Background: an optimization exercise with open tools, aiming at small area and a short achievable clock period. Do not read the settings as production practice.
The RTL was checked by simulation tests, not by an equivalence proof against the original design.
Power and IR drop assume default switching activity.

<file path="flow/design.v">
module proto_rx (
    input  wire         clk,
    input  wire         rst,             
    input  wire         rx_valid,
    input  wire [7:0]   rx_byte,
    input  wire         sync_wait,       
    output reg          frame_valid,
    output reg  [1:0]   frame_status,    
    output wire [15:0]  frame_len,
    output wire [15:0]  frame_rid,
    output wire [15:0]  frame_sid,
    output wire [15:0]  frame_cmd,
    output wire [15:0]  frame_seq,
    output reg          ev_valid,
    output reg  [2:0]   ev_code,         
    output reg  [119:0] ev_data,
    output reg          diag_valid,
    output reg          diag_stale,
    output reg          diag_large,
    output wire [15:0]  diag_diff,
    output reg  [15:0]  expected_next,
    output reg  [31:0]  missing_count
);
    localparam [7:0]  START_BYTE = 8'hAA;
    localparam [7:0]  TOK_HI     = 8'hAB;
    localparam [7:0]  TOK_LO     = 8'hCD;
    localparam [2:0] S_LH = 3'd4,    
                     S_LL = 3'd5,    
                     S_BD = 3'd6;    
    reg  [2:0]   st;             
    reg  [15:0]  k;              
    reg          lst;            
    reg  [15:0]  len;
    reg  [15:0]  rid, sid, cmd, seq;
    reg  [15:0]  crc;            
    reg          t_ab, t_abcd, t_tail;   
    reg          tok45;          
    reg  [16:0]  dif;            
    integer i;
    wire        in_body   = (st == S_BD);
    wire        k_small   = (k[15:5] == 11'd0);
    wire [15:0] len_lo    = {len[15:8], rx_byte};
    wire        last_ll   = (st == S_LL) && (len_lo == 16'd0);
    wire        last_bd   = in_body && lst;
    wire        hdr       = rx_valid && in_body && k_small;
    wire        clr7      = (k[4:0] == 5'd7);
    wire [7:0]  wbus      = rx_byte & {8{~clr7}};    
    wire is_short   = (len < 16'd10);
    wire n_ge1      = (len >= 16'd11);
    wire n_ge6      = (len >= 16'd16);
    wire n_ge15     = (len >= 16'd25);
    wire c_ping     = (cmd == 16'h0001);
    wire c_snap     = (cmd == 16'h8002);
    wire c_ss       = (cmd == 16'h0003);
    wire c_ssack    = (cmd == 16'h8003);
    wire c_power    = (cmd == 16'h8100);
    wire c_play     = (cmd == 16'h8101);
    wire c_file     = (cmd == 16'h0200);
    wire c_config   = (cmd == 16'h0300);
    wire c_unknown  = !(c_ping | c_snap | c_ss | c_ssack | c_power | c_play | c_file | c_config);
    wire shortcut   = c_ss && n_ge6 && t_tail;
    wire stale      = dif[16] && dif[15] && !shortcut;
    wire [7:0]  crc_x    = crc[15:8] ^ rx_byte;
    wire [7:0]  crc_y    = crc_x ^ {4'd0, crc_x[7:4]};
    wire [15:0] crc_next = {crc[7:0], 8'd0} ^ {crc_y[3:0], 12'd0} ^ {3'd0, crc_y, 5'd0} ^ {8'd0, crc_y};
    wire crc_ok     = (crc[7:0] == 8'h00) && (crc_x == 8'h00);
    wire dispatch   = !stale && crc_ok;
    wire ev_any     = (c_snap && n_ge15) || ((c_power || c_play) && n_ge1) ||
                      (c_ssack && sync_wait) || c_unknown;
    wire dif_nz     = (dif[15:0] != 16'd0);
    wire fin        = last_bd && !is_short;
    wire clr_pre    = fin && !stale && ((c_ss && n_ge6 && tok45) || (c_ssack && sync_wait));
    wire kill       = rst || (rx_valid && crc_ok && clr_pre);
    wire upd_e      = rx_valid && fin && !stale;
    wire upd_mc     = upd_e && !shortcut;
    wire [15:0] e_new = shortcut ? 16'd0 : seq + 16'd1;
    wire e_snap     = (ev_code == 3'd4);
    wire e_power    = (ev_code == 3'd1);
    wire e_play     = (ev_code == 3'd2);
    assign frame_len  = len;
    assign frame_rid  = rid;
    assign frame_sid  = sid;
    assign frame_cmd  = cmd;
    assign frame_seq  = seq;
    assign diag_diff  = dif[15:0];
    always @(posedge clk) begin
        dif        <= {1'b0, seq} - {1'b0, expected_next};
        diag_stale <= dif[16] & dif[15];
        diag_large <= !(dif[16] & dif[15]) && (dif[15:2] != 14'd0);
        if (kill)
            expected_next <= 16'd0;
        else if (upd_e)
            expected_next <= e_new;
        if (kill)
            missing_count <= 32'd0;
        else if (upd_mc)
            missing_count <= missing_count + {16'd0, dif[15:0]};
        frame_status <= (st == S_LL || is_short) ? 2'd1 :
                        stale ? 2'd2 : crc_ok ? 2'd0 : 2'd3;
        ev_code    <= c_snap  ? 3'd4 :
                      c_power ? 3'd1 :
                      c_play  ? 3'd2 :
                      c_ssack ? 3'd5 : 3'd3;
        if (rx_valid) begin
            t_ab   <= (rx_byte == TOK_HI);
            t_abcd <= t_ab && (rx_byte == TOK_LO);
            t_tail <= t_abcd;
            case (st)
                S_LH: len[15:8] <= rx_byte;
                S_LL: len[7:0]  <= rx_byte;
                default: ;
            endcase
            if (st == S_LL) begin
                k   <= 16'd1;
                lst <= (len_lo == 16'd1);
                crc <= 16'd0;
            end else if (in_body) begin
                k   <= k + 16'd1;
                lst <= (k + 16'd1 == len);
                crc <= crc_next;
            end
        end
        if (hdr) begin
            case (k[4:0])
                5'd1: rid[15:8] <= rx_byte;
                5'd2: rid[7:0]  <= rx_byte;
                5'd3: sid[15:8] <= rx_byte;
                5'd4: sid[7:0]  <= rx_byte;
                5'd5: cmd[15:8] <= rx_byte;
                5'd6: cmd[7:0]  <= rx_byte;
                5'd7: seq[15:8] <= rx_byte;
                5'd8: seq[7:0]  <= rx_byte;
                5'd14: tok45    <= t_ab && (rx_byte == TOK_LO);
                default: ;
            endcase
            for (i = 0; i < 13; i = i + 1)
                if (clr7 || (e_snap && k[4:0] == i + 9))
                    ev_data[119 - 8*i -: 8] <= wbus;
            if (clr7 || (e_snap && k[4:0] == 5'd22))
                ev_data[15:8] <= clr7 ? (c_unknown ? cmd[15:8] : 8'd0) : rx_byte;
            if (clr7 || (e_snap && k[4:0] == 5'd23) || (e_play && k[4:0] == 5'd9))
                ev_data[7:1] <= clr7 ? (c_unknown ? cmd[7:1] : 7'd0) : rx_byte[7:1];
            if (clr7 || (e_snap && k[4:0] == 5'd23) || ((e_play || e_power) && k[4:0] == 5'd9))
                ev_data[0] <= clr7 ? (c_unknown & cmd[0]) :
                              e_power ? (rx_byte != 8'd0) : rx_byte[0];
        end
        if (rst) begin
            st            <= 3'd0;
            frame_valid   <= 1'b0;
            ev_valid      <= 1'b0;
            diag_valid    <= 1'b0;
        end else begin
            frame_valid <= 1'b0;
            ev_valid    <= 1'b0;
            diag_valid  <= 1'b0;
            if (rx_valid) begin
                if (!st[2]) begin
                    if (rx_byte == START_BYTE)
                        st <= st + 3'd1;         
                    else
                        st <= 3'd0;
                end else if (st == S_LH) begin
                    st <= S_LL;
                end else if (last_ll || last_bd) begin
                    st <= 3'd0;
                end else begin
                    st <= S_BD;
                end
                if (last_ll) begin
                    frame_valid  <= 1'b1;
                end else if (last_bd) begin
                    frame_valid <= 1'b1;
                    if (!is_short) begin
                        diag_valid   <= !shortcut && dif_nz;
                        ev_valid     <= dispatch && ev_any;
                    end
                end
            end
        end
    end
endmodule
</file>
<file path="flow/flow/run.sh">
#!/bin/bash
# The standard layout, with the port buffers made from the smallest plain buffer
# and a clock tree without dummy balancing loads.
set -euo pipefail
export BUFFER_PORTS_ARGS="-buffer_cell sky130_fd_sc_hd__buf_1"
export CTS_ARGS="-sink_clustering_enable -repair_clock_nets -dont_use_dummy_load -buf_list {sky130_fd_sc_hd__clkbuf_4 sky130_fd_sc_hd__clkbuf_8}"
bash standard.sh > standard.log 2>&1
</file>
<file path="flow/standard.sh">
#!/bin/bash
# synth_recipe.tcl (not shown) runs the flow's synth.tcl, then flattens the netlist and writes it again
# the make line also repeats each setting of config.mk as NAME=value (left out here)
make -C /OpenROAD-flow-scripts/flow DESIGN_CONFIG=/design/flow/config.mk WORK_HOME=/design/flow/orfs CLKGATE_MAP_FILE= SYNTH_SCRIPT=/design/flow/synth_recipe.tcl "${@:-finish}"
</file>
<file path="flow/config.mk">
export PLATFORM = sky130hd
export DESIGN_NAME = proto_rx
export DESIGN_NICKNAME = proto_rx
export VERILOG_FILES = /design/flow/design.v
export SDC_FILE = /design/flow/constraint.sdc
export NUM_CORES = 4
export LEC_CHECK = 0
export CAP_MARGIN = 20
export CORE_MARGIN = 2
export CORE_UTILIZATION = 60
export SETUP_SLACK_MARGIN = 5
export SLEW_MARGIN = 20
</file>
<file path="flow/constraint.sdc">
create_clock -name core_clock -period 8.0 [get_ports {clk}]
set_input_delay 1.6000 -clock core_clock [delete_from_list [all_inputs] [get_ports {clk}]]
set_output_delay 1.6000 -clock core_clock [all_outputs]
set_load 0.01 [all_outputs]
</file>
==> run notes, run 1 <==
===========================================================================================
Outcome                                                    no timing/DRC/antenna violations
Mean routed wirelength per cell                                                     20.9 um
Critical path type                                                             input port to flop
Commonest register cell after synthesis                                        sky130_fd_sc_hd__edfxtp_1
Cells after synthesis                                                                  1117
Met3 Wirelength                                                                     2780 um
Ratio of total power to cell area                                               179 nW/um^2
Worst setup path start                                                           rx_byte[6]
Count of maximum capacitance violations                                                   0
Starting Density                                                                      60.8%
Hpwl dp                                                                            24800 um
Final number of hold-violating endpoints                                                  0
Vias in the first global route                                                         9112
Fin area                                                                         16500 um^2
Worst hold path type                                                           flop to flop
Worst path arrival time                                                             3.53 ns
Number of buffers on the longest clock path                                               3
Number of inserted filler cells in the final layout                                    1614
Cell type with the largest total area after synthesis                          sky130_fd_sc_hd__edfxtp_1
Detailed-route wire length on metal 1                                              15100 um
Delay-heaviest family, CP                                                      simple AND/OR/NAND/NOR gates
Congestion Overflow GR                                                                    0
Cell chain of the critical path                                                buf_12 > buf_12 > xor2_4 > nor4_2 > nand4_1 > a2111oi_4 > or2_4 > buf_12 > clkbuf_16 > nor2_1
Insertion delay of the later-clocked pin in the worst-skew pair                     0.57 ns
Global-route total usage across every layer                                           28.4%
Y dimension of the die                                                               155 um
Leakage                                                                             5.60 nW
Number of top-level pins                                                                286
Tmin final                                                                          3.11 ns
Compound-cell area share of the yosys netlist                                         9.05%
Row count                                                                                55
Number of buffers inserted during clock tree synthesis                                   51
Util after Layout                                                                     73.1%
Number of buffer cells added on primary ports                                           285
Netlist cell types                                                                       67
Total buffers and inverters traversed by the critical path                                4
Fraction of final layout cells sized beyond drive strength 1                          12.6%
Register bit total from synthesis                                                       315
Synthesized-area fraction occupied by and/or/nand/nor cells                           14.2%
Hold Crit Start                                                                      t_abcd
Pre-antenna DRT Iters                                                                     6
Area used by multi-input combinational logic                                      5010 um^2
Sequential cell area fraction in the yosys report                                     63.3%
Share of the synthesized area in the top cell type                                    51.9%
Placed Instances                                                                       1649
Top post-synthesis cells by area                                               sky130_fd_sc_hd__edfxtp_1 (52%), sky130_fd_sc_hd__dfxtp_1 (11%), sky130_fd_sc_hd__ha_1 (3.8%), sky130_fd_sc_hd__xnor2_1 (2.9%), sky130_fd_sc_hd__nor2_1 (2.8%)
Met2 wirelength from detailed routing                                              17200 um
Aggregate negative setup slack                                                         0 ns
Initial antenna violation count                                                           0
Total area of sequential cells                                                    8680 um^2
Ys Warns                                                                                  1
Critical-path cell with the highest stage delay                                sky130_fd_sc_hd__a2111oi_4
Multiplexer area fraction after synthesis                                            0.438%
Total Routed Length                                                                36200 um
Delay of the slowest cell on the worst path                                         0.32 ns
Maximum fanout along the worst path                                                       7
Detailed-route vias per instance                                                       5.78
Clock Tree Root                                                                sky130_fd_sc_hd__clkbuf_8
Dominant cell type by count on the critical path                               sky130_fd_sc_hd__buf_12
Global-route wire length before repair                                             52300 um
Final Non-Filler Cells                                                                 1730
XOR/XNOR share of the synthesized area                                                5.61%
Register-to-register setup slack                                                    5.07 ns
Post-route DRC violation count                                                            0
Vias after detailed routing                                                           10008
Antenna-violating nets left                                                               0
Syn Std Cell Area                                                                13700 um^2
Core Area                                                                        22600 um^2
Final net count                                                                        1503
Reg clk slew, reported paths                                                        0.06 ns
TritonCTS clock tree                                                                  built
Fin Clk Skew                                                                      0.0596 ns
Total placed instance area                                                       15100 um^2
Diodes inserted                                                                           0
Peak clock frequency supported by timing                                            321 MHz
Number of H-tree levels                                                                   2
Horizontal die dimension                                                             155 um
CP Capture Type                                                                        flop
Most used cells in the layout excluding fill and tap cells                     sky130_fd_sc_hd__buf_1 (282), sky130_fd_sc_hd__edfxtp_1 (237), sky130_fd_sc_hd__nand2_1 (95), sky130_fd_sc_hd__nor2_1 (78), sky130_fd_sc_hd__dfxtp_1 (78)
Adder and majority gate portion of the synthesized area                               4.19%
Post-synth EDFFs                                                                        237
Worst-case vdd ir drop                                                           0.000172 V
Number of slew-limit violations in the final report                                       0
Actual transition at the worst max-transition pin                                  0.857 ns
Critical path data required time                                                    8.42 ns
Uppermost routed layer                                                                 met4
Share of flip-flops with an asynchronous set or reset                                    0%
Clock sink total                                                                        315
Post-synthesis area per instance                                                  12.3 um^2
Number of design-rule violations left by the first detailed-router iteration            846
Die area                                                                         24100 um^2
Relative max-transition margin                                                        42.8%
Critical Path Start Type                                                         input port
Portion of the clock cycle consumed by the worst path in the final layout             38.9%
Most common library cell in the layout ignoring fill and taps                  sky130_fd_sc_hd__buf_1
Maximum number of pins on one net before global-route repair                             34
Layout overhead on the synthesized area                                               20.2%
Unrepaired setup endpoints after global routing                                         yes
Net count of the mapped netlist                                                        1173
Last weighted congestion value of the routability-driven placer                       0.888
Total of endpoints with negative setup slack in the final report                          0
Start of the worst register-to-register path                                         len[7]
Dominant combinational cell family by area after synthesis                     simple AND/OR/NAND/NOR gates
===========================================================================================
## metal layers
metal	vias to the layer above	track usage, %
met1	4762	40.1
met4	0	9.31
li1	4727	-
met3	82	5.15
met2	437	45.4
met5	-	0
## final timing paths
check | end | cells after the start
setup / recovery | expected_next[4] | 10
hold / removal | t_tail | 0
setup reg to reg | missing_count[13] | 6
hold reg to reg | t_tail | 0
## repair_timing
action | CTS | global route
gates cloned | 2 | 4
setup buffers | 10 | 14
endpoints found under the setup margin | 251 | 146
endpoints found under the hold margin | 0 | 0
pin swaps | 9 | 18
resized for setup | 28 | 56
hold buffers | 0 | 0
## state kept, by name, summed over array words and instances (netlist names), 2 cells and up
| register | flops |
|---|---|
| ev_data | 120 |
| missing_count | 32 |
| dif | 17 |
| cmd | 16 |
| crc | 16 |
| expected_next | 16 |
| k | 16 |
| len | 16 |
| rid | 16 |
| seq | 16 |
| sid | 16 |
| ev_code | 3 |
| st | 3 |
| frame_status | 2 |
## stage by stage
stage	hold slack (ns)	setup slack, ns	power [mW]
2_1_floorplan	0.400	4.75	1.83
3_3_place_gp	0.414	3.81	1.85
3_5_place_dp	0.413	3.79	1.85
4_1_cts	0.429	4.91	2.95
5_1_grt	0.426	4.83	3.04
6_report	0.434	4.89	2.95
## cell families (layout without fill, tap and decap cells)
family | count (synthesis) | in the layout
and+or+nand+nor | 389 | 389
DFF | 315 | 315
AOI/OAI and AO/OA | 184 | 184
buffers and inverters | 91 | 419
xor gates and xnor gates | 87 | 87
adders and majority gates | 45 | 45
muxes | 6 | 6
## Yosys cell counts, types with 4 or more instances
cell and n:
sky130_fd_sc_hd__o31a_1 4, sky130_fd_sc_hd__a21oi_1 68, sky130_fd_sc_hd__buf_6 4, sky130_fd_sc_hd__inv_1 43
sky130_fd_sc_hd__xnor2_1 46, sky130_fd_sc_hd__a211oi_1 9, sky130_fd_sc_hd__ha_1 42, sky130_fd_sc_hd__and2_1 18
sky130_fd_sc_hd__nand3_1 26, sky130_fd_sc_hd__a21o_1 18, sky130_fd_sc_hd__or3_1 10, sky130_fd_sc_hd__buf_2 8
sky130_fd_sc_hd__nor3b_1 4, sky130_fd_sc_hd__or4_1 8, sky130_fd_sc_hd__nand2b_1 4, sky130_fd_sc_hd__buf_4 16
sky130_fd_sc_hd__o31ai_1 8, sky130_fd_sc_hd__nor3_1 31, sky130_fd_sc_hd__o21ai_0 19, sky130_fd_sc_hd__edfxtp_1 237
sky130_fd_sc_hd__nor2_1 101, sky130_fd_sc_hd__nand4_1 22, sky130_fd_sc_hd__a31oi_1 8, sky130_fd_sc_hd__nand2_1 100
sky130_fd_sc_hd__xor2_1 40, sky130_fd_sc_hd__clkbuf_1 18, sky130_fd_sc_hd__nor4_1 16, sky130_fd_sc_hd__and3_1 22
sky130_fd_sc_hd__and4_1 6, sky130_fd_sc_hd__mux2i_1 6, sky130_fd_sc_hd__o21a_1 11, sky130_fd_sc_hd__dfxtp_1 78
sky130_fd_sc_hd__nor2b_1 6, sky130_fd_sc_hd__a31o_2 5, sky130_fd_sc_hd__a2111o_1 4
## layout make-up
| type | count | share of cell area [%] |
|---|---|---|
| repair buffers | 325 | 9.59 |
| clock buffers | 51 | 4.26 |
| flip-flops and latches | 315 | 52.6 |
| multi-input cells | 711 | 30.4 |
| inverters | 43 | 0.979 |
| well taps | 285 | 2.16 |
## power breakdown
part / switching [mW] / total, mW / leakage [nW] / internal [mW]
clock: 0.548 / 1.11 / 0.367 / 0.560
combinational: 0.0535 / 0.0896 / 2.51 / 0.0361
sequential: 0.000870 / 1.76 / 2.73 / 1.76
==> run 2, diff against run 1 <==
==> flow/flow/run.sh (replaced) <==
#!/bin/bash
# The standard layout, with the port buffers made from the smallest plain buffer
# and a clock tree of larger sink clusters without dummy balancing loads.
set -euo pipefail
export BUFFER_PORTS_ARGS="-buffer_cell sky130_fd_sc_hd__buf_1"
export CTS_ARGS="-sink_clustering_enable -repair_clock_nets -dont_use_dummy_load -sink_clustering_size 16 -sink_clustering_max_diameter 60 -buf_list {sky130_fd_sc_hd__clkbuf_8}"
bash standard.sh > standard.log 2>&1
--- a/flow/config.mk
+++ b/flow/config.mk
@@ -8,5 +8,5 @@
 export CAP_MARGIN = 20
 export CORE_MARGIN = 2
-export CORE_UTILIZATION = 60
+export CORE_UTILIZATION = 75
 export SETUP_SLACK_MARGIN = 5
 export SLEW_MARGIN = 20
==> run notes, run 2 <==
===========================================================================================
Registers with the most flip-flops                                             ev_data: 120 flops, missing_count: 32 flops, dif: 17 flops   unchanged
Reg2reg end                                                                    missing_count[24]   was missing_count[13]
Number of buffers on the longest clock path                                               3   unchanged
Starting Density                                                                      76.4%   was 60.8%
Adder and majority gate portion of the synthesized area                               4.19%   unchanged
Overall Power                                                                       2.59 mW   was 2.95 mW
Pre-antenna DRT Iters                                                                     8   was 6
Die area                                                                         19400 um^2   was 24100 um^2
Global-route wire length before repair                                             57200 um   was 52300 um
Reg clk slew, reported paths                                                        0.11 ns   was 0.06 ns
Hpwl dp                                                                            26500 um   was 24800 um
Most used cells in the layout excluding fill and tap cells                     sky130_fd_sc_hd__buf_1 (280), sky130_fd_sc_hd__edfxtp_1 (237), sky130_fd_sc_hd__nand2_1 (95), sky130_fd_sc_hd__nor2_1 (88), sky130_fd_sc_hd__dfxtp_1 (78)   was sky130_fd_sc_hd__buf_1 (282), sky130_fd_sc_hd__edfxtp_1 (237), sky130_fd_sc_hd__nand2_1 (95), sky130_fd_sc_hd__nor2_1 (78), sky130_fd_sc_hd__dfxtp_1 (78)
Outcome                                                    no timing/DRC/antenna violations   unchanged
Number of slew-limit violations in the final report                                       0   unchanged
Critical path type                                                             input port to flop   unchanged
Critical Path Start Type                                                         input port   unchanged
Most common library cell in the layout ignoring fill and taps                  sky130_fd_sc_hd__buf_1   unchanged
Top post-synthesis cells by area                                               sky130_fd_sc_hd__edfxtp_1 (52%), sky130_fd_sc_hd__dfxtp_1 (11%), sky130_fd_sc_hd__ha_1 (3.8%), sky130_fd_sc_hd__xnor2_1 (2.9%), sky130_fd_sc_hd__nor2_1 (2.8%)   unchanged
Tmin final                                                                          3.03 ns   was 3.11 ns
Insertion delay of the later-clocked pin in the worst-skew pair                     0.57 ns   about the same
Leakage                                                                             5.35 nW   was 5.60 nW
Number of H-tree levels                                                                   1   was 2
Register-to-register setup slack                                                    5.02 ns   was 5.07 ns
Y dimension of the die                                                               139 um   was 155 um
Number of top-level pins                                                                286   unchanged
Initial antenna violation count                                                           0   unchanged
Count of maximum capacitance violations                                                   0   unchanged
Worst path arrival time                                                             3.47 ns   was 3.53 ns
Maximum number of pins on one net before global-route repair                             29   was 34
Antenna-violating nets left                                                               0   unchanged
Vias after detailed routing                                                           10594   was 10008
Multiplexer area fraction after synthesis                                            0.438%   unchanged
XOR/XNOR share of the synthesized area                                                5.61%   unchanged
Post-synth EDFFs                                                                        237   unchanged
Last weighted congestion value of the routability-driven placer                       0.978   was 0.888
Most used standard cells in the synthesized netlist                            sky130_fd_sc_hd__edfxtp_1 (237), sky130_fd_sc_hd__nor2_1 (101), sky130_fd_sc_hd__nand2_1 (100)   unchanged
Synthesized-area fraction occupied by and/or/nand/nor cells                           14.2%   unchanged
Critical path data required time                                                    8.44 ns   was 8.42 ns
Cells after synthesis                                                                  1117   unchanged
Share of flip-flops with an asynchronous set or reset                                    0%   unchanged
Aggregate negative setup slack                                                         0 ns   unchanged
Diodes inserted                                                                           0   unchanged
Layout overhead on the synthesized area                                               15.1%   was 20.2%
Smallest hold slack                                                                0.463 ns   was 0.434 ns
Global-route total usage across every layer                                           38.3%   was 28.4%
Core Area                                                                        18000 um^2   was 22600 um^2
Post-synthesis area per instance                                                  12.3 um^2   unchanged
Endpoint of the most critical setup path                                       missing_count[24]   was expected_next[4]
Netlist cell types                                                                       67   unchanged
Worst hold path type                                                           flop to flop   unchanged
Clock Tree Root                                                                sky130_fd_sc_hd__clkbuf_8   unchanged
Vias in the first global route                                                        10352   was 9112
Fraction of final layout cells sized beyond drive strength 1                          8.65%   was 12.6%
Actual transition at the worst max-transition pin                                   1.09 ns   was 0.857 ns
Total Routed Length                                                                37800 um   was 36200 um
Unrepaired setup endpoints after global routing                                         yes   unchanged
Ratio of total power to cell area                                               164 nW/um^2   was 179 nW/um^2
Sequential cell area fraction in the yosys report                                     63.3%   unchanged
Net count of the mapped netlist                                                        1173   unchanged
Worst setup path start                                                           rx_byte[1]   was rx_byte[6]
Compound-cell area share of the yosys netlist                                         9.05%   unchanged
Maximum fanout along the worst path                                                      14   was 7
Final net count                                                                        1468   was 1503
Ys Warns                                                                                  1   unchanged
Detailed-route vias per instance                                                       6.46   was 5.78
Row count                                                                                49   was 55
Number of flip-flops under the largest register name                                    120   unchanged
Register-to-Register Path Depth                                                           8   was 6
Most used standard cell by instance count after synthesis                      sky130_fd_sc_hd__edfxtp_1   unchanged
Count of hold-fix buffers inserted at cts                                                 0   unchanged
Post-route DRC violation count                                                            0   unchanged
Number of buffer cells added on primary ports                                           285   unchanged
Fin Clk Skew                                                                      0.0509 ns   was 0.0596 ns
Biggest register                                                                    ev_data   unchanged
Total of endpoints with negative setup slack in the final report                          0   unchanged
Share of the synthesized area in the top cell type                                    51.9%   unchanged
Syn Std Cell Area                                                                13700 um^2   unchanged
Number of design-rule violations left by the first detailed-router iteration           1162   was 846
Clock sink total                                                                        315   unchanged
Portion of the clock cycle consumed by the worst path in the final layout             37.8%   was 38.9%
Peak clock frequency supported by timing                                            331 MHz   was 321 MHz
TritonCTS clock tree                                                                  built   unchanged
Mean routed wirelength per cell                                                     23.1 um   was 20.9 um
Horizontal die dimension                                                             139 um   was 155 um
CP Capture Type                                                                        flop   unchanged
Register bit total from synthesis                                                       315   unchanged
Start of the worst register-to-register path                                         cmd[2]   was len[7]
Worst-case vdd ir drop                                                           0.000217 V   was 0.000172 V
Cell type with the largest total area after synthesis                          sky130_fd_sc_hd__edfxtp_1   unchanged
Congestion Overflow GR                                                                    0   unchanged
Commonest register cell after synthesis                                        sky130_fd_sc_hd__edfxtp_1   unchanged
Number of buffers inserted during clock tree synthesis                                   25   was 51
Dominant combinational cell family by area after synthesis                     simple AND/OR/NAND/NOR gates   unchanged
Relative max-transition margin                                                        27.6%   was 42.8%
Final number of hold-violating endpoints                                                  0   unchanged
===========================================================================================
[run 2: changes by cell type in the layout (fill, tap and decap cells not counted), moves of 3 or more]
cell,before,now
sky130_fd_sc_hd__nor2_2,16,10
sky130_fd_sc_hd__a21oi_1,46,63
sky130_fd_sc_hd__nor2_1,78,88
sky130_fd_sc_hd__xnor2_2,1,4
sky130_fd_sc_hd__buf_12,7,4
sky130_fd_sc_hd__a21oi_2,18,2
sky130_fd_sc_hd__clkbuf_16,3,0
sky130_fd_sc_hd__clkbuf_8,51,25
sky130_fd_sc_hd__nor2_4,7,3
[run 2: cell type report]
| cell class | instances | area (um^2) |
|---|---|---|
| fillers | 838 | 2170 |
| clock buffers | 25 | 344 |
| repair buffers | 316 | 1430 |
| multi-input cells | 711 | 4890 |
| inverters | 43 | 161 |
| well taps | 229 | 287 |
| flip-flops and latches | 315 | 8680 |
[run 2: kinds of logic (layout without fill, tap and decap cells)]
| kind of cell | after synthesis | after routing |
|---|---|---|
| xor gates and xnor gates | 87 | 87 |
| AOI/OAI and AO/OA | 184 | 184 |
| adders and majority gates | 45 | 45 |
| buffers and inverters | 91 | 384 |
| and+or+nand+nor | 389 | 389 |
| muxes | 6 | 6 |
| DFF | 315 | 315 |
[run 2: report_power, final]
group | internal, mW | total [mW] | switching, mW
logic | 0.0279 | 0.0798 | 0.0520
clock network | 0.280 | 0.755 | 0.475
registers | 1.75 | 1.75 | 0.00117
total | 2.06 | 2.59 | 0.528
[run 2: layer usage]
metal,GRT usage [%],share of wire (%)
met1,47.2,34
met2,65.6,50
met3,8.47,11
met4,16.6,4.6
met5,0,0
[run 2: how the worst min path moves through the flow]
stage | slack [ns] | cells past startpoint | start | endpoint
floorplan | 0.40 | 0 | t_abcd | t_tail
global placement | 0.41 | 0 | t_abcd | t_tail
detailed placement | 0.43 | 0 | t_abcd | t_tail
CTS | 0.46 | 0 | t_abcd | t_tail
global route | 0.47 | 0 | t_abcd | t_tail
finish | 0.46 | 0 | t_abcd | t_tail
[run 2: repair_timing]
item,in CTS,in global routing
gates resized for setup,39,10
buffers inserted,8,14
pin swaps,6,8
setup endpoints to repair,251,130
cloned,2,0
[run 2: critical path: stages]
cell                        delay [ns]
sky130_fd_sc_hd__buf_4            0.19
sky130_fd_sc_hd__xnor2_2          0.26
sky130_fd_sc_hd__and4_1           0.26
sky130_fd_sc_hd__nand4_1          0.18
sky130_fd_sc_hd__a2111oi_4        0.33
sky130_fd_sc_hd__or2_4            0.26
sky130_fd_sc_hd__buf_12           0.15
sky130_fd_sc_hd__a2111o_1         0.13
sky130_fd_sc_hd__o21ai_0          0.10
[run 2: metrics by stage]
| stage | instance area (um^2) | worst slack [ns] | instances | util [%] |
|---|---|---|---|---|
| after floorplan | 13900 | 4.75 | 1117 | - |
| after global placement | 15000 | 3.64 | 1590 | 83.6 |
| after detailed placement | 15000 | 3.51 | 1590 | 83.6 |
| after CTS | 15600 | 4.98 | 1625 | 87.0 |
| after global routing | 15800 | 4.95 | 1639 | 87.9 |
| final | 15800 | 4.97 | 1639 | 87.9 |
==> run 3, diff against run 2 <==
--- a/flow/config.mk
+++ b/flow/config.mk
@@ -8,5 +8,5 @@
 export CAP_MARGIN = 20
 export CORE_MARGIN = 2
-export CORE_UTILIZATION = 75
+export CORE_UTILIZATION = 60
 export SETUP_SLACK_MARGIN = 5
 export SLEW_MARGIN = 20
==> run notes, run 3 <==
===========================================================================================
Registers with the most flip-flops                                             ev_data: 120 flops, missing_count: 32 flops, dif: 17 flops   unchanged
Most used cells in the layout excluding fill and tap cells                     sky130_fd_sc_hd__buf_1 (282), sky130_fd_sc_hd__edfxtp_1 (237), sky130_fd_sc_hd__nand2_1 (95), sky130_fd_sc_hd__nor2_1 (87), sky130_fd_sc_hd__dfxtp_1 (78)   was sky130_fd_sc_hd__buf_1 (280), sky130_fd_sc_hd__edfxtp_1 (237), sky130_fd_sc_hd__nand2_1 (95), sky130_fd_sc_hd__nor2_1 (88), sky130_fd_sc_hd__dfxtp_1 (78)
Dominant combinational cell family by area after synthesis                     simple AND/OR/NAND/NOR gates   unchanged
Worst path arrival time                                                             3.47 ns   about the same
Fraction of final layout cells sized beyond drive strength 1                          9.81%   was 8.65%
Unrepaired setup endpoints after global routing                                         yes   unchanged
Share of the synthesized area in the top cell type                                    51.9%   unchanged
Aggregate negative setup slack                                                         0 ns   unchanged
Number of design-rule violations left by the first detailed-router iteration            717   was 1162
Congestion Overflow GR                                                                    0   unchanged
Top post-synthesis cells by area                                               sky130_fd_sc_hd__edfxtp_1 (52%), sky130_fd_sc_hd__dfxtp_1 (11%), sky130_fd_sc_hd__ha_1 (3.8%), sky130_fd_sc_hd__xnor2_1 (2.9%), sky130_fd_sc_hd__nor2_1 (2.8%)   unchanged
Total of endpoints with negative setup slack in the final report                          0   unchanged
Peak clock frequency supported by timing                                            330 MHz   was 331 MHz
Actual transition at the worst max-transition pin                                  0.763 ns   was 1.09 ns
Delay of the slowest cell on the worst path                                         0.33 ns   about the same
Tmin final                                                                          3.03 ns   about the same
Syn Std Cell Area                                                                13700 um^2   unchanged
Biggest register                                                                    ev_data   unchanged
Synthesized-area fraction occupied by and/or/nand/nor cells                           14.2%   unchanged
Number of top-level pins                                                                286   unchanged
CP Capture Type                                                                        flop   unchanged
Commonest register cell after synthesis                                        sky130_fd_sc_hd__edfxtp_1   unchanged
Mean routed wirelength per cell                                                     20.8 um   was 23.1 um
Initial antenna violation count                                                           0   unchanged
Horizontal die dimension                                                             155 um   was 139 um
Placed Instances                                                                       1649   was 1590
Global-route total usage across every layer                                           28.0%   was 38.3%
Sequential cell area fraction in the yosys report                                     63.3%   unchanged
Final Non-Filler Cells                                                                 1702   was 1639
Detailed-route vias per instance                                                       5.78   was 6.46
Post-route DRC violation count                                                            0   unchanged
Overall Power                                                                       2.62 mW   was 2.59 mW
Most common library cell in the layout ignoring fill and taps                  sky130_fd_sc_hd__buf_1   unchanged
Hpwl dp                                                                            24800 um   was 26500 um
Compound-cell area share of the yosys netlist                                         9.05%   unchanged
Final number of hold-violating endpoints                                                  0   unchanged
Number of buffers on the longest clock path                                               3   unchanged
Netlist cell types                                                                       67   unchanged
Worst hold path type                                                           flop to flop   unchanged
Ys Warns                                                                                  1   unchanged
Cell type with the largest total area after synthesis                          sky130_fd_sc_hd__edfxtp_1   unchanged
Worst-case vdd ir drop                                                           0.000138 V   was 0.000217 V
Number of buffers inserted during clock tree synthesis                                   27   was 25
Cell chain of the critical path                                                buf_12 > buf_12 > xor2_4 > nor4_2 > nand4_1 > a2111oi_4 > or2_4 > buf_12 > buf_16 > a21oi_1   was buf_4 > xnor2_2 > and4_1 > nand4_1 > a2111oi_4 > or2_4 > buf_12 > a2111o_1 > o21ai_0
Global-route wire length before repair                                             51700 um   was 57200 um
Share of flip-flops with an asynchronous set or reset                                    0%   unchanged
Leakage                                                                             5.40 nW   was 5.35 nW
Net count of the mapped netlist                                                        1173   unchanged
Post-synthesis area per instance                                                  12.3 um^2   unchanged
Count of hold-fix buffers inserted at cts                                                 0   unchanged
Setup ws final                                                                      4.97 ns   about the same
Number of flip-flops under the largest register name                                    120   unchanged
Die area                                                                         24100 um^2   was 19400 um^2
Critical-path cell with the highest stage delay                                sky130_fd_sc_hd__a2111oi_4   unchanged
Vias after detailed routing                                                            9838   was 10594
Insertion delay of the later-clocked pin in the worst-skew pair                     0.57 ns   about the same
Adder and majority gate portion of the synthesized area                               4.19%   unchanged
Clock Tree Root                                                                sky130_fd_sc_hd__clkbuf_8   unchanged
Number of H-tree levels                                                                   1   unchanged
Portion of the clock cycle consumed by the worst path in the final layout             37.9%   was 37.8%
Number of slew-limit violations in the final report                                       0   unchanged
Multiplexer area fraction after synthesis                                            0.438%   unchanged
Critical Path Start Type                                                         input port   unchanged
XOR/XNOR share of the synthesized area                                                5.61%   unchanged
Critical path data required time                                                    8.44 ns   about the same
Core Area                                                                        22600 um^2   was 18000 um^2
Register bit total from synthesis                                                       315   unchanged
Post-synth EDFFs                                                                        237   unchanged
Dominant cell type by count on the critical path                               sky130_fd_sc_hd__buf_12
Diodes inserted                                                                           0   unchanged
Row count                                                                                55   was 49
Most used standard cells in the synthesized netlist                            sky130_fd_sc_hd__edfxtp_1 (237), sky130_fd_sc_hd__nor2_1 (101), sky130_fd_sc_hd__nand2_1 (100)   unchanged
Starting Density                                                                      60.8%   was 76.4%
Outcome                                                    no timing/DRC/antenna violations   unchanged
Pre-antenna DRT Iters                                                                     6   was 8
Maximum number of pins on one net before global-route repair                             34   was 29
Ratio of total power to cell area                                               163 nW/um^2   was 164 nW/um^2
Antenna-violating nets left                                                               0   unchanged
Most used standard cell by instance count after synthesis                      sky130_fd_sc_hd__edfxtp_1   unchanged
TritonCTS clock tree                                                                  built   unchanged
Number of buffer cells added on primary ports                                           285   unchanged
Placement Setup Slack                                                               3.79 ns   was 3.51 ns
Clock sink total                                                                        315   unchanged
Y dimension of the die                                                               155 um   was 139 um
Cells after synthesis                                                                  1117   unchanged
Count of maximum capacitance violations                                                   0   unchanged
Last weighted congestion value of the routability-driven placer                       0.888   was 0.978
Final net count                                                                        1475   was 1468
Fin Clk Skew                                                                      0.0397 ns   was 0.0509 ns
Vias in the first global route                                                         8882   was 10352
Reg clk slew, reported paths                                                        0.10 ns   was 0.11 ns
Total Routed Length                                                                35400 um   was 37800 um
Critical path type                                                             input port to flop   unchanged
Layout overhead on the synthesized area                                               17.1%   was 15.1%
Maximum fanout along the worst path                                                      21   was 14
Relative max-transition margin                                                        49.1%   was 27.6%
===========================================================================================
-- run 3: area by class of cell --
class                      instances  area (um^2)
sequential                       315         8680
multi-input combinational        711         4980
tap                              285          357
fill                            1666         6510
inverter                          43          161
clock buffer                      27          372
timing repair buffer             321         1520
-- run 3: repair_timing --
| action | 4_1_cts | 5_1_grt |
|---|---|---|
| gates resized for setup | 32 | 37 |
| cloned | 3 | 1 |
| pin swaps | 10 | 13 |
| endpoints found under the setup margin | 250 | 150 |
| setup buffers | 11 | 11 |
-- run 3: kinds of logic after synthesis --
kind of cell	count (synthesis)
XOR/XNOR	87
flip-flops	315
AO/OA/AOI/OAI	184
adder cells (fa/ha/maj)	45
AND/OR/NAND/NOR	389
multiplexers	6
buffers and inverters	91
-- run 3: per-layer routing --
metal | GRT usage, % | vias up | wire length, um
met5 | 0 | - | 0
met2 | 46.1 | 421 | 17100
met3 | 4.09 | 55 | 2590
li1 | - | 4649 | -
met1 | 39.8 | 4713 | 14900
met4 | 7.16 | 0 | 811
-- run 3: stage by stage --
stage                     utilization (%)  hold WS [ns]  instance area, um^2
final                                71.2         0.415                16100
after global routing                 71.2         0.407                16100
after CTS                            70.0         0.409                15800
after detailed placement             66.9         0.413                15100
after global placement               66.9         0.414                15100
after floorplan                         -         0.400                13900
-- run 3: worst paths after layout --
path,start,to,cells after the start,slack [ns]
min reg2reg,t_abcd,t_tail,0,0.41
max,rx_byte[6],expected_next[13],10,4.97
min,t_abcd,t_tail,0,0.41
max reg2reg,len[9],missing_count[13],6,5.09
-- run 3: report_power, final --
group | switching, mW | leakage, nW | internal (mW) | total (mW)
Combinational | 0.0506 | 2.48 | 0.0327 | 0.0834
Clock | 0.478 | 0.194 | 0.301 | 0.779
Sequential | 0.000900 | 2.73 | 1.75 | 1.75
Total | 0.530 | 5.40 | 2.09 | 2.62
-- run 3: worst max-delay path, delay by kind of cell --
kind | cells | cell delay (ns)
compound gates | 2 | 0.38
xor+xnor | 1 | 0.15
buf+inv | 4 | 0.52
simple gates | 3 | 0.82
==> run 4, diff against run 3 <==
--- a/flow/config.mk
+++ b/flow/config.mk
@@ -9,4 +9,4 @@
 export CORE_MARGIN = 2
 export CORE_UTILIZATION = 60
-export SETUP_SLACK_MARGIN = 5
+export SETUP_SLACK_MARGIN = 4.7
 export SLEW_MARGIN = 20
==> run notes, run 4 <==
===========================================================================================
Sequential cell area fraction in the yosys report                                     63.3%   unchanged
Relative contribution of the clock network to total power                             30.5%   was 29.8%
Initial antenna violation count                                                           0   unchanged
Core Area                                                                        22600 um^2   unchanged
Most used standard cell by instance count after synthesis                      sky130_fd_sc_hd__edfxtp_1   unchanged
Peak clock frequency supported by timing                                            308 MHz   was 330 MHz
Multiplexer area fraction after synthesis                                            0.438%   unchanged
Most used cells in the layout excluding fill and tap cells                     sky130_fd_sc_hd__buf_1 (282), sky130_fd_sc_hd__edfxtp_1 (237), sky130_fd_sc_hd__nand2_1 (96), sky130_fd_sc_hd__nor2_1 (92), sky130_fd_sc_hd__dfxtp_1 (78)   was sky130_fd_sc_hd__buf_1 (282), sky130_fd_sc_hd__edfxtp_1 (237), sky130_fd_sc_hd__nand2_1 (95), sky130_fd_sc_hd__nor2_1 (87), sky130_fd_sc_hd__dfxtp_1 (78)
Leakage                                                                             5.21 nW   was 5.40 nW
Top post-synthesis cells by area                                               sky130_fd_sc_hd__edfxtp_1 (52%), sky130_fd_sc_hd__dfxtp_1 (11%), sky130_fd_sc_hd__ha_1 (3.8%), sky130_fd_sc_hd__xnor2_1 (2.9%), sky130_fd_sc_hd__nor2_1 (2.8%)   unchanged
CP Capture Type                                                                        flop   unchanged
Row count                                                                                55   unchanged
Aggregate negative setup slack                                                         0 ns   unchanged
Number of flip-flops under the largest register name                                    120   unchanged
Syn Std Cell Area                                                                13700 um^2   unchanged
Share of power burned in registers                                                    67.2%   was 67.0%
Relative max-transition margin                                                        42.1%   was 49.1%
Fin Clk Skew                                                                      0.0589 ns   was 0.0397 ns
Ys Warns                                                                                  1   unchanged
Clock sink total                                                                        315   unchanged
Overall Power                                                                       2.61 mW   was 2.62 mW
Combinational Power Share                                                              2.4%   was 3.2%
Biggest register                                                                    ev_data   unchanged
Vias after detailed routing                                                            9660   was 9838
Total of endpoints with negative setup slack in the final report                          0   unchanged
NetSw                                                                                530 uW   about the same
Total Routed Length                                                                34000 um   was 35400 um
Y dimension of the die                                                               155 um   unchanged
Layout overhead on the synthesized area                                               13.0%   was 17.1%
Number of design-rule violations left by the first detailed-router iteration            826   was 717
Starting Density                                                                      60.8%   unchanged
Post-synthesis area per instance                                                  12.3 um^2   unchanged
Most used standard cells in the synthesized netlist                            sky130_fd_sc_hd__edfxtp_1 (237), sky130_fd_sc_hd__nor2_1 (101), sky130_fd_sc_hd__nand2_1 (100)   unchanged
Clock Tree Root                                                                sky130_fd_sc_hd__clkbuf_8   unchanged
Portion of the clock cycle consumed by the worst path in the final layout             40.6%   was 37.9%
Critical Path Start Type                                                         input port   unchanged
Post-synth EDFFs                                                                        237   unchanged
Compound-cell area share of the yosys netlist                                         9.05%   unchanged
TritonCTS clock tree                                                                  built   unchanged
Number of buffers on the longest clock path                                               3   unchanged
Ratio of total power to cell area                                               168 nW/um^2   was 163 nW/um^2
Vias in the first global route                                                         8969   was 8882
Last weighted congestion value of the routability-driven placer                       0.937   was 0.888
Hpwl dp                                                                            24800 um   about the same
Number of top-level pins                                                                286   unchanged
Final net count                                                                        1454   was 1475
Diodes inserted                                                                           0   unchanged
Post-route DRC violation count                                                            0   unchanged
Horizontal die dimension                                                             155 um   unchanged
Most common library cell in the layout ignoring fill and taps                  sky130_fd_sc_hd__buf_1   unchanged
Maximum fanout along the worst path                                                      43   was 21
Netlist cell types                                                                       67   unchanged
Global-route total usage across every layer                                           27.6%   was 28.0%
Mean routed wirelength per cell                                                     20.3 um   was 20.8 um
Global-route wire length before repair                                             51000 um   was 51700 um
Cell chain of the critical path                                                buf_1 > buf_4 > xor2_1 > nor4_1 > nand4_1 > a2111oi_4 > or2_1 > buf_12 > or4_1 > nand3_1   was buf_12 > buf_12 > xor2_4 > nor4_2 > nand4_1 > a2111oi_4 > or2_4 > buf_12 > buf_16 > a21oi_1
Worst path arrival time                                                             3.76 ns   was 3.47 ns
Fraction of final layout cells sized beyond drive strength 1                          6.16%   was 9.81%
Critical path data required time                                                    8.51 ns   was 8.44 ns
Cell type with the largest total area after synthesis                          sky130_fd_sc_hd__edfxtp_1   unchanged
Adder and majority gate portion of the synthesized area                               4.19%   unchanged
Dominant combinational cell family by area after synthesis                     simple AND/OR/NAND/NOR gates   unchanged
Internal Pwr Total                                                                  2.08 mW   was 2.09 mW
Outcome                                                    no timing/DRC/antenna violations   unchanged
Number of buffer cells added on primary ports                                           285   unchanged
Count of hold-fix buffers inserted at cts                                                 0   unchanged
Number of slew-limit violations in the final report                                       0   unchanged
Worst hold path type                                                           flop to flop   unchanged
Tmin final                                                                          3.25 ns   was 3.03 ns
Synthesized-area fraction occupied by and/or/nand/nor cells                           14.2%   unchanged
Commonest register cell after synthesis                                        sky130_fd_sc_hd__edfxtp_1   unchanged
Unrepaired setup endpoints after global routing                                         yes   unchanged
Insertion delay of the later-clocked pin in the worst-skew pair                     0.60 ns   was 0.57 ns
Number of inserted filler cells in the final layout                                    1718   was 1666
Critical path type                                                             input port to flop   unchanged
Reg clk slew, reported paths                                                        0.08 ns   was 0.10 ns
Critical-path cell with the highest stage delay                                sky130_fd_sc_hd__or4_1   was sky130_fd_sc_hd__a2111oi_4
Share of the synthesized area in the top cell type                                    51.9%   unchanged
XOR/XNOR share of the synthesized area                                                5.61%   unchanged
Number of H-tree levels                                                                   1   unchanged
Number of buffers inserted during clock tree synthesis                                   28   was 27
Congestion Overflow GR                                                                    0   unchanged
Registers with the most flip-flops                                             ev_data: 120 flops, missing_count: 32 flops, dif: 17 flops   unchanged
Die area                                                                         24100 um^2   unchanged
Count of maximum capacitance violations                                                   0   unchanged
Cells after synthesis                                                                  1117   unchanged
Delay of the slowest cell on the worst path                                         0.51 ns   was 0.33 ns
Final number of hold-violating endpoints                                                  0   unchanged
Actual transition at the worst max-transition pin                                  0.868 ns   was 0.763 ns
Net count of the mapped netlist                                                        1173   unchanged
Worst-case vdd ir drop                                                           0.000152 V   was 0.000138 V
Register bit total from synthesis                                                       315   unchanged
Antenna-violating nets left                                                               0   unchanged
Detailed-route vias per instance                                                       5.75   was 5.78
Sw Ratio                                                                              20.3%   about the same
Pre-antenna DRT Iters                                                                     5   was 6
Maximum number of pins on one net before global-route repair                             44   was 34
Share of flip-flops with an asynchronous set or reset                                    0%   unchanged
===========================================================================================
[run 4: final timing paths]
check	start	endpoint	slack, ns	cells after the start
worst max-delay path	rx_byte[6]	missing_count[13]	4.75	10
worst min-delay path	t_abcd	t_tail	0.45	0
worst max register to register	k[0]	ev_data[52]	4.91	5
worst min register to register	t_abcd	t_tail	0.45	0
[run 4: metal layers]
metal	share of wire [%]	GRT usage [%]	wire length [um]	vias up
met5	0	0	0	-
met4	3.4	9.48	1150	0
met3	7.0	3.90	2370	68
met2	47	44.4	16000	391
met1	43	39.0	14500	4593
li1	-	-	-	4608
[run 4: area by class of cell]
cell class	instances	area (um^2)	share of cell area, %
clock buffers	28	385	2.49
inverters	43	161	1.04
multi-input cells	711	4720	30.5
flip-flops and latches	315	8680	56.0
well taps	285	357	2.30
repair buffers	299	1190	7.70
[run 4: logic make-up (layout without fill, tap and decap cells)]
kind of cell	count (synthesis)	after routing
DFF	315	315
xor gates and xnor gates	87	87
adders and majority gates	45	45
buffers and inverters	91	370
AOI/OAI and AO/OA	184	184
and+or+nand+nor	389	389
muxes	6	6
[run 4: critical path: cells and delay by family]
kind,cells,cell delay [ns]
buffers and inverters,3,0.51
AOI/OAI and AO/OA,1,0.07
and+or+nand+nor,5,1.13
xor gates and xnor gates,1,0.44
[run 4: per-stage QoR]
stage	hold WS, ns	cell area [um^2]	util, %	std cells	worst slack [ns]
floorplan	0.400	13800	-	1117	4.61
global placement	0.411	15000	66.5	1648	3.68
detailed placement	0.408	15000	66.5	1648	3.53
CTS	0.438	15400	68.4	1678	4.67
global route	0.463	15500	68.7	1681	4.64
finish	0.449	15500	68.7	1681	4.75
[run 4: power by group through the flow]
stage | Clock (mW) | Sequential [mW] | Combinational (mW)
after global placement | 0 | 1.79 | 0.0579
after CTS | 0.813 | 1.75 | 0.0603
after detailed placement | 0 | 1.79 | 0.0596
final | 0.795 | 1.75 | 0.0618
after global routing | 0.858 | 1.75 | 0.0669
after floorplan | 0 | 1.79 | 0.0329
[run 4: timing repair]
| item | CTS | global route |
|---|---|---|
| setup buffers | 2 | 3 |
| pin swaps | 1 | 3 |
| setup endpoints to repair | 187 | 146 |
| gates resized for setup | 7 | 11 |
==> run 5, diff against run 4 <==
--- a/flow/config.mk
+++ b/flow/config.mk
@@ -6,7 +6,8 @@
 export NUM_CORES = 4
 export LEC_CHECK = 0
-export CAP_MARGIN = 20
+export CAP_MARGIN = 0
 export CORE_MARGIN = 2
-export CORE_UTILIZATION = 60
-export SETUP_SLACK_MARGIN = 4.7
-export SLEW_MARGIN = 20
+export CORE_UTILIZATION = 70
+export SETUP_SLACK_MARGIN = 5
+export SLEW_MARGIN = 0
+export TNS_END_PERCENT = 5
==> run notes, run 5 <==
===========================================================================================
Number of flip-flops under the largest register name                                    120   unchanged
Most used standard cell by instance count after synthesis                      sky130_fd_sc_hd__edfxtp_1   unchanged
Most used cells in the layout excluding fill and tap cells                     sky130_fd_sc_hd__buf_1 (282), sky130_fd_sc_hd__edfxtp_1 (237), sky130_fd_sc_hd__nand2_1 (97), sky130_fd_sc_hd__nor2_1 (91), sky130_fd_sc_hd__dfxtp_1 (78)   was sky130_fd_sc_hd__buf_1 (282), sky130_fd_sc_hd__edfxtp_1 (237), sky130_fd_sc_hd__nand2_1 (96), sky130_fd_sc_hd__nor2_1 (92), sky130_fd_sc_hd__dfxtp_1 (78)
Cells after synthesis                                                                  1117   unchanged
Number of H-tree levels                                                                   1   unchanged
Unrepaired setup endpoints after global routing                                         yes   unchanged
Leakage                                                                             5.23 nW   was 5.21 nW
Sequential cell area fraction in the yosys report                                     63.3%   unchanged
Horizontal die dimension                                                             144 um   was 155 um
Clock Tree Root                                                                sky130_fd_sc_hd__clkbuf_8   unchanged
Hpwl dp                                                                            25100 um   was 24800 um
Netlist cell types                                                                       67   unchanged
Tmin final                                                                          3.09 ns   was 3.25 ns
Mean routed wirelength per cell                                                     21.0 um   was 20.3 um
Start of the worst register-to-register path                                           k[0]   unchanged
Initial antenna violation count                                                           0   unchanged
Peak clock frequency supported by timing                                            323 MHz   was 308 MHz
Maximum number of pins on one net before global-route repair                             29   was 44
Number of design-rule violations left by the first detailed-router iteration            866   was 826
Worst hold path type                                                           flop to flop   unchanged
Number of inserted filler cells in the final layout                                    1235   was 1718
Maximum fanout along the worst path                                                      21   was 43
Syn Std Cell Area                                                                13700 um^2   unchanged
Vias in the first global route                                                         9177   was 8969
Antenna-violating nets left                                                               0   unchanged
Share of the synthesized area in the top cell type                                    51.9%   unchanged
Ys Warns                                                                                  1   unchanged
Post-route DRC violation count                                                            0   unchanged
Area used by multi-input combinational logic                                      4790 um^2   was 4720 um^2
TritonCTS clock tree                                                                  built   unchanged
Hold worst-path end                                                                  t_tail   unchanged
Portion of the clock cycle consumed by the worst path in the final layout             38.7%   was 40.6%
Commonest register cell after synthesis                                        sky130_fd_sc_hd__edfxtp_1   unchanged
Starting Density                                                                      71.0%   was 60.8%
XOR/XNOR share of the synthesized area                                                5.61%   unchanged
Critical path type                                                             input port to flop   unchanged
Total Routed Length                                                                34800 um   was 34000 um
Compound-cell area share of the yosys netlist                                         9.05%   unchanged
Relative max-transition margin                                                        28.0%   was 42.1%
Dominant combinational cell family by area after synthesis                     simple AND/OR/NAND/NOR gates   unchanged
Reg2reg end                                                                     ev_data[23]   was ev_data[52]
Count of hold-fix buffers inserted at cts                                                 0   unchanged
Number of slew-limit violations in the final report                                       0   unchanged
Row count                                                                                51   was 55
Registers with the most flip-flops                                             ev_data: 120 flops, missing_count: 32 flops, dif: 17 flops   unchanged
Register-to-Register Path Depth                                                           5   unchanged
Synthesized-area fraction occupied by and/or/nand/nor cells                           14.2%   unchanged
Cell depth of the worst hold path                                                         0   unchanged
Net count of the mapped netlist                                                        1173   unchanged
Util after Layout                                                                     80.4%   was 68.7%
Aggregate negative setup slack                                                         0 ns   unchanged
Register-to-register setup slack                                                    4.97 ns   was 4.91 ns
Share of flip-flops with an asynchronous set or reset                                    0%   unchanged
Layout overhead on the synthesized area                                               13.3%   was 13.0%
Multiplexer area fraction after synthesis                                            0.438%   unchanged
Global-route total usage across every layer                                           32.8%   was 27.6%
Number of buffer cells added on primary ports                                           285   unchanged
Post-synth EDFFs                                                                        237   unchanged
Critical path data required time                                                    8.46 ns   was 8.51 ns
Cell type with the largest total area after synthesis                          sky130_fd_sc_hd__edfxtp_1   unchanged
Pre-antenna DRT Iters                                                                     7   was 5
Post-synthesis area per instance                                                  12.3 um^2   unchanged
Fraction of final layout cells sized beyond drive strength 1                          6.60%   was 6.16%
Congestion Overflow GR                                                                    0   unchanged
Most common library cell in the layout ignoring fill and taps                  sky130_fd_sc_hd__buf_1   unchanged
Most used standard cells in the synthesized netlist                            sky130_fd_sc_hd__edfxtp_1 (237), sky130_fd_sc_hd__nor2_1 (101), sky130_fd_sc_hd__nand2_1 (100)   unchanged
Clock sink total                                                                        315   unchanged
Core Area                                                                        19300 um^2   was 22600 um^2
Global-route wire length before repair                                             51300 um   was 51000 um
Biggest register                                                                    ev_data   unchanged
Register bit total from synthesis                                                       315   unchanged
Hold Crit Start                                                                      t_abcd   unchanged
Adder and majority gate portion of the synthesized area                               4.19%   unchanged
Outcome                                                    no timing/DRC/antenna violations   unchanged
Diodes inserted                                                                           0   unchanged
Worst path arrival time                                                             3.55 ns   was 3.76 ns
Ratio of total power to cell area                                               165 nW/um^2   was 168 nW/um^2
Insertion delay of the later-clocked pin in the worst-skew pair                     0.57 ns   was 0.60 ns
Detailed-route vias per instance                                                       6.01   was 5.75
Final net count                                                                        1452   was 1454
CP Capture Type                                                                        flop   unchanged
Die area                                                                         20700 um^2   was 24100 um^2
Last weighted congestion value of the routability-driven placer                       0.986   was 0.937
Total of endpoints with negative setup slack in the final report                          0   unchanged
Vias after detailed routing                                                            9967   was 9660
Final number of hold-violating endpoints                                                  0   unchanged
Critical Path Start Type                                                         input port   unchanged
Total area of sequential cells                                                    8680 um^2   unchanged
Reg clk slew, reported paths                                                        0.10 ns   was 0.08 ns
Y dimension of the die                                                               144 um   was 155 um
Fin area                                                                         15500 um^2   about the same
Number of buffers on the longest clock path                                               3   unchanged
Fin Clk Skew                                                                      0.0600 ns   was 0.0589 ns
Number of top-level pins                                                                286   unchanged
Total placed instance area                                                       15000 um^2   about the same
Count of maximum capacitance violations                                                   0   unchanged
Worst-case vdd ir drop                                                           0.000199 V   was 0.000152 V
Top post-synthesis cells by area                                               sky130_fd_sc_hd__edfxtp_1 (52%), sky130_fd_sc_hd__dfxtp_1 (11%), sky130_fd_sc_hd__ha_1 (3.8%), sky130_fd_sc_hd__xnor2_1 (2.9%), sky130_fd_sc_hd__nor2_1 (2.8%)   unchanged
Actual transition at the worst max-transition pin                                   1.08 ns   was 0.868 ns
Number of buffers inserted during clock tree synthesis                                   24   was 28
Overall Power                                                                       2.56 mW   was 2.61 mW
===========================================================================================
[run 5: stage by stage]
stage	cells	worst slack, ns	hold WS [ns]
2_1_floorplan	1117	4.75	0.400
3_3_place_gp	1629	3.76	0.415
3_5_place_dp	1629	3.62	0.407
4_1_cts	1658	4.84	0.433
5_1_grt	1659	4.80	0.442
6_report	1659	4.91	0.433
[run 5: kinds of logic after synthesis]
group,after synthesis
compound gates,184
xor+xnor,87
fa+ha+maj,45
buf+inv,91
flops,315
mux,6
simple gates,389
[run 5: how the worst max path moves through the flow]
stage          startpoint                 to  slack [ns]  depth (start not counted)
6_report       rx_byte[0]  missing_count[21]        4.91                          9
5_1_grt        rx_byte[0]  missing_count[27]        4.80                          9
4_1_cts              k[0]        ev_data[22]        4.84                          5
3_5_place_dp   rx_byte[4]  missing_count[13]        3.62                          9
3_3_place_gp   rx_byte[4]  missing_count[13]        3.76                          9
2_1_floorplan  rx_byte[6]  missing_count[21]        4.75                          9
[run 5: layout make-up]
| type | count | area share, % |
|---|---|---|
| clock buffer | 24 | 2.12 |
| multi-input combinational | 711 | 30.8 |
| sequential | 315 | 55.8 |
| inverter | 43 | 1.04 |
| timing repair buffer | 301 | 8.11 |
| tap | 265 | 2.13 |
[run 5: power by group]
part | internal (mW) | leakage (nW) | switching (mW) | total [mW]
registers | 1.75 | 2.73 | 0.000938 | 1.75
clock network | 0.269 | 0.173 | 0.470 | 0.739
logic | 0.0224 | 2.33 | 0.0477 | 0.0701
[run 5: layer usage]
layer	global-route usage, %	up-vias	routed length [um]
met5	0	-	0
met4	12.5	0	1210
met2	54.0	550	16900
met3	5.96	76	3370
met1	43.9	4724	13400
li1	-	4617	-
[run 5: what timing repair did]
item	4_1_cts	5_1_grt
pin swaps	4	2
gates resized for setup	23	5
buffers inserted	3	1
hold endpoints to repair	0	0
cloned	2	0
setup endpoints to repair	252	141
[run 5: worst max-delay path: stages]
cell                        delay [ns]
sky130_fd_sc_hd__buf_1            0.08
sky130_fd_sc_hd__buf_6            0.16
sky130_fd_sc_hd__xor2_1           0.21
sky130_fd_sc_hd__nor4_2           0.31
sky130_fd_sc_hd__nand4_1          0.24
sky130_fd_sc_hd__a2111oi_4        0.33
sky130_fd_sc_hd__or2_4            0.23
sky130_fd_sc_hd__bufbuf_16        0.31
sky130_fd_sc_hd__a21oi_1          0.05
==> run 6, diff against run 5 <==
--- a/flow/config.mk
+++ b/flow/config.mk
@@ -6,4 +6,5 @@
 export NUM_CORES = 4
 export LEC_CHECK = 0
+export ABC_CLOCK_PERIOD_IN_PS = 3000
 export CAP_MARGIN = 0
 export CORE_MARGIN = 2
@@ -11,3 +12,2 @@
 export SETUP_SLACK_MARGIN = 5
 export SLEW_MARGIN = 0
-export TNS_END_PERCENT = 5
==> run notes, run 6 <==
===========================================================================================
Hpwl dp                                                                            25500 um   was 25100 um
Worst path arrival time                                                             1.36 ns   was 3.55 ns
Reg clk slew, reported paths                                                        0.10 ns   about the same
Number of top-level pins                                                                286   unchanged
Number of slew-limit violations in the final report                                       0   unchanged
Number of buffers inserted during clock tree synthesis                                   26   was 24
Critical Path Start Type                                                               flop   was input port
Maximum fanout along the worst path                                                       7   was 21
Fin Clk Skew                                                                      0.0505 ns   was 0.0600 ns
Fraction of final layout cells sized beyond drive strength 1                          8.92%   was 6.60%
Post-synthesis area per instance                                                  12.3 um^2   unchanged
Clock sink total                                                                        315   unchanged
Maximum number of pins on one net before global-route repair                             29   unchanged
Pre-antenna DRT Iters                                                                     5   was 7
Net count of the mapped netlist                                                        1173   unchanged
Worst hold path type                                                           flop to flop   unchanged
Final net count                                                                        1471   was 1452
Critical path type                                                             flop to output pin   was input port to flop
Antenna-violating nets left                                                               0   unchanged
CP Capture Type                                                                  output pin   was flop
Syn Std Cell Area                                                                13700 um^2   unchanged
Registers with the most flip-flops                                             ev_data: 120 flops, missing_count: 32 flops, dif: 17 flops   unchanged
Leakage                                                                             5.36 nW   was 5.23 nW
Last weighted congestion value of the routability-driven placer                        1.00   was 0.986
Die area                                                                         20700 um^2   unchanged
Total area of sequential cells                                                    8680 um^2   unchanged
Top post-synthesis cells by area                                               sky130_fd_sc_hd__edfxtp_1 (52%), sky130_fd_sc_hd__dfxtp_1 (11%), sky130_fd_sc_hd__ha_1 (3.8%), sky130_fd_sc_hd__xnor2_1 (2.9%), sky130_fd_sc_hd__nor2_1 (2.8%)   unchanged
Commonest register cell after synthesis                                        sky130_fd_sc_hd__edfxtp_1   unchanged
Cells after synthesis                                                                  1117   unchanged
Delay-heaviest family, CP                                                        flip-flops   was simple AND/OR/NAND/NOR gates
Portion of the clock cycle consumed by the worst path in the final layout             37.0%   was 38.7%
Total placed instance area                                                       15100 um^2   was 15000 um^2
Cell chain of the critical path                                                       buf_1   was buf_1 > buf_6 > xor2_1 > nor4_2 > nand4_1 > a2111oi_4 > or2_4 > bufbuf_16 > a21oi_1
Starting Density                                                                      71.0%   unchanged
Grt met3 use                                                                          4.50%   was 5.96%
Number of flip-flops under the largest register name                                    120   unchanged
Number of inserted filler cells in the final layout                                    1136   was 1235
Share of the synthesized area in the top cell type                                    51.9%   unchanged
Count of maximum capacitance violations                                                   0   unchanged
TritonCTS clock tree                                                                  built   unchanged
Horizontal die dimension                                                             144 um   unchanged
Outcome                                                    no timing/DRC/antenna violations   unchanged
Clock Tree Root                                                                sky130_fd_sc_hd__clkbuf_8   unchanged
Aggregate negative setup slack                                                         0 ns   unchanged
Ratio of total power to cell area                                               163 nW/um^2   was 165 nW/um^2
Relative max-transition margin                                                        24.5%   was 28.0%
Final Non-Filler Cells                                                                 1678   was 1659
Post-synth EDFFs                                                                        237   unchanged
Y dimension of the die                                                               144 um   unchanged
Row count                                                                                51   unchanged
Most used standard cell by instance count after synthesis                      sky130_fd_sc_hd__edfxtp_1   unchanged
Number of design-rule violations left by the first detailed-router iteration            868   was 866
Layout overhead on the synthesized area                                               16.1%   was 13.3%
Sequential cell area fraction in the yosys report                                     63.3%   unchanged
Unrepaired setup endpoints after global routing                                         yes   unchanged
Worst-case vdd ir drop                                                           0.000158 V   was 0.000199 V
Util after Layout                                                                     82.4%   was 80.4%
Critical path data required time                                                    6.40 ns   was 8.46 ns
Ys Warns                                                                                  1   unchanged
Placed Instances                                                                       1629   unchanged
Delay of the slowest cell on the worst path                                         0.53 ns   was 0.33 ns
Number of H-tree levels                                                                   1   unchanged
Critical-path cell with the highest stage delay                                sky130_fd_sc_hd__edfxtp_1   was sky130_fd_sc_hd__a2111oi_4
Area used by multi-input combinational logic                                      4930 um^2   was 4790 um^2
Share of flip-flops with an asynchronous set or reset                                    0%   unchanged
Vias in the first global route                                                         9413   was 9177
Initial antenna violation count                                                           0   unchanged
Global-route wire length before repair                                             52700 um   was 51300 um
Vias after detailed routing                                                           10201   was 9967
Actual transition at the worst max-transition pin                                   1.13 ns   was 1.08 ns
Overall Power                                                                       2.60 mW   was 2.56 mW
Most heavily used metal layer in global routing                                        met2   unchanged
Met1 GRT Util                                                                         46.0%   was 43.9%
Cell type with the largest total area after synthesis                          sky130_fd_sc_hd__edfxtp_1   unchanged
Final number of hold-violating endpoints                                                  0   unchanged
Mean routed wirelength per cell                                                     21.5 um   was 21.0 um
Most used cells in the layout excluding fill and tap cells                     sky130_fd_sc_hd__buf_1 (282), sky130_fd_sc_hd__edfxtp_1 (237), sky130_fd_sc_hd__nand2_1 (95), sky130_fd_sc_hd__nor2_1 (87), sky130_fd_sc_hd__dfxtp_1 (78)   was sky130_fd_sc_hd__buf_1 (282), sky130_fd_sc_hd__edfxtp_1 (237), sky130_fd_sc_hd__nand2_1 (97), sky130_fd_sc_hd__nor2_1 (91), sky130_fd_sc_hd__dfxtp_1 (78)
Total of endpoints with negative setup slack in the final report                          0   unchanged
Insertion delay of the later-clocked pin in the worst-skew pair                     0.58 ns   was 0.57 ns
Global-route total usage across every layer                                           33.7%   was 32.8%
Register bit total from synthesis                                                       315   unchanged
Fin area                                                                         15900 um^2   was 15500 um^2
Netlist cell types                                                                       67   unchanged
Total buffers and inverters traversed by the critical path                                1   was 3
Detailed-route vias per instance                                                       6.08   was 6.01
Core Area                                                                        19300 um^2   unchanged
Biggest register                                                                    ev_data   unchanged
Number of buffers on the longest clock path                                               3   unchanged
Number of buffer cells added on primary ports                                           285   unchanged
Congestion Overflow GR                                                                    0   unchanged
Post-route DRC violation count                                                            0   unchanged
Total Routed Length                                                                36100 um   was 34800 um
Tmin final                                                                          2.96 ns   was 3.09 ns
Diodes inserted                                                                           0   unchanged
Most used standard cells in the synthesized netlist                            sky130_fd_sc_hd__edfxtp_1 (237), sky130_fd_sc_hd__nor2_1 (101), sky130_fd_sc_hd__nand2_1 (100)   unchanged
Peak clock frequency supported by timing                                            338 MHz   was 323 MHz
Most common library cell in the layout ignoring fill and taps                  sky130_fd_sc_hd__buf_1   unchanged
GR met2 Demand/Resource                                                               56.4%   was 54.0%
===========================================================================================
==> run 6: cell type report <==
| class | instances | share of cell area (%) |
|---|---|---|
| repair buffers | 318 | 9.23 |
| well taps | 265 | 2.08 |
| flip-flops and latches | 315 | 54.5 |
| inverters | 43 | 1.01 |
| multi-input cells | 711 | 30.9 |
| clock buffers | 26 | 2.25 |
==> run 6: final timing paths <==
check        startpoint                 to  slack [ns]  depth (start not counted)
max              cmd[0]       frame_cmd[0]        5.04                          1
min              t_abcd             t_tail        0.45                          0
max reg2reg      len[7]  missing_count[13]        5.17                          6
min reg2reg      t_abcd             t_tail        0.45                          0
==> run 6: repair_timing <==
action | in CTS | in global routing
gates resized for setup | 24 | 32
pin swaps | 6 | 8
buffers inserted | 6 | 12
cloned | 2 | 3
setup endpoints to repair | 253 | 183
hold buffers | 0 | 0
==> run 6: through the flow <==
stage	hold WS (ns)	setup slack [ns]
2_1_floorplan	0.400	4.75
3_3_place_gp	0.414	3.87
3_5_place_dp	0.413	3.77
4_1_cts	0.444	4.97
5_1_grt	0.442	4.97
6_report	0.448	5.04
==> run 6: kinds of logic after synthesis <==
| kind of cell | after synthesis | synth area share (%) |
|---|---|---|
| buffers and inverters | 91 | 3.22 |
| xor gates and xnor gates | 87 | 5.61 |
| and+or+nand+nor | 389 | 14.2 |
| muxes | 6 | 0.438 |
| AOI/OAI and AO/OA | 184 | 9.05 |
| DFF | 315 | 63.3 |
| adders and majority gates | 45 | 4.19 |
==> run 6: where the power goes <==
group	internal, mW	leakage, nW	switching [mW]
registers	1.75	2.73	0.000965
logic	0.0294	2.45	0.0521
clock network	0.290	0.187	0.477
==> run 6: worst reg2reg max path: stages (launching register included) <==
cell and delay (ns):
sky130_fd_sc_hd__edfxtp_1 0.45, sky130_fd_sc_hd__nor3_1 0.47, sky130_fd_sc_hd__nand4b_4 0.28, sky130_fd_sc_hd__and4_2 0.42, sky130_fd_sc_hd__or3_4 0.54, sky130_fd_sc_hd__or4_1 0.54
sky130_fd_sc_hd__nand3_1 0.09
==> run 6: metal layers <==
metal / wire length [um] / part of all wire (%)
met2: 17500 / 48
met3: 3280 / 9.1
met1: 13900 / 38
met4: 1430 / 4.0
met5: 0 / 0

-- static timing again, ports no longer ideal --
No port has a modelled driver above. Below, the same layouts with a new extraction and two added sets of constraints.
Step 1: set_driving_cell puts a clkbuf_16 on clk and a buf_2 on each other input, an assumption about the parent block.
Step 2 also shifts input and output timing later by t, the mid clock arrival at the registers, as if the neighbouring blocks saw the same clock.
Slacks: ideal ports / drivers / drivers and shift; pairs: ideal ports / drivers.
| run | shift t [ns] | slack for setup (ns) | hold slack, ns | worst register clock-pin slew, ns |
|---|---|---|---|---|
| run 1 | 0.588 | 4.887 / 4.878 / 4.290 | 0.434 / 0.434 / 0.434 | 0.06 / 0.06 |
| run 2 | 0.584 | 4.975 / 4.988 / 4.404 | 0.463 / 0.463 / 0.463 | 0.11 / 0.11 |
| run 3 | 0.595 | 4.966 / 4.966 / 4.371 | 0.415 / 0.415 / 0.415 | 0.10 / 0.10 |
| run 4 | 0.613 | 4.752 / 4.776 / 4.163 | 0.449 / 0.449 / 0.449 | 0.10 / 0.10 |
| run 5 | 0.583 | 4.908 / 4.930 / 4.347 | 0.433 / 0.433 / 0.433 | 0.10 / 0.10 |
| run 6 | 0.599 | 5.040 / 4.996 / 4.478 | 0.448 / 0.448 / 0.448 | 0.10 / 0.10 |
After both steps setup and hold are still met in every run listed. The setup slack of run 1, which loses most, moves by -0.009 ns with the drivers and by -0.597 ns with both steps.
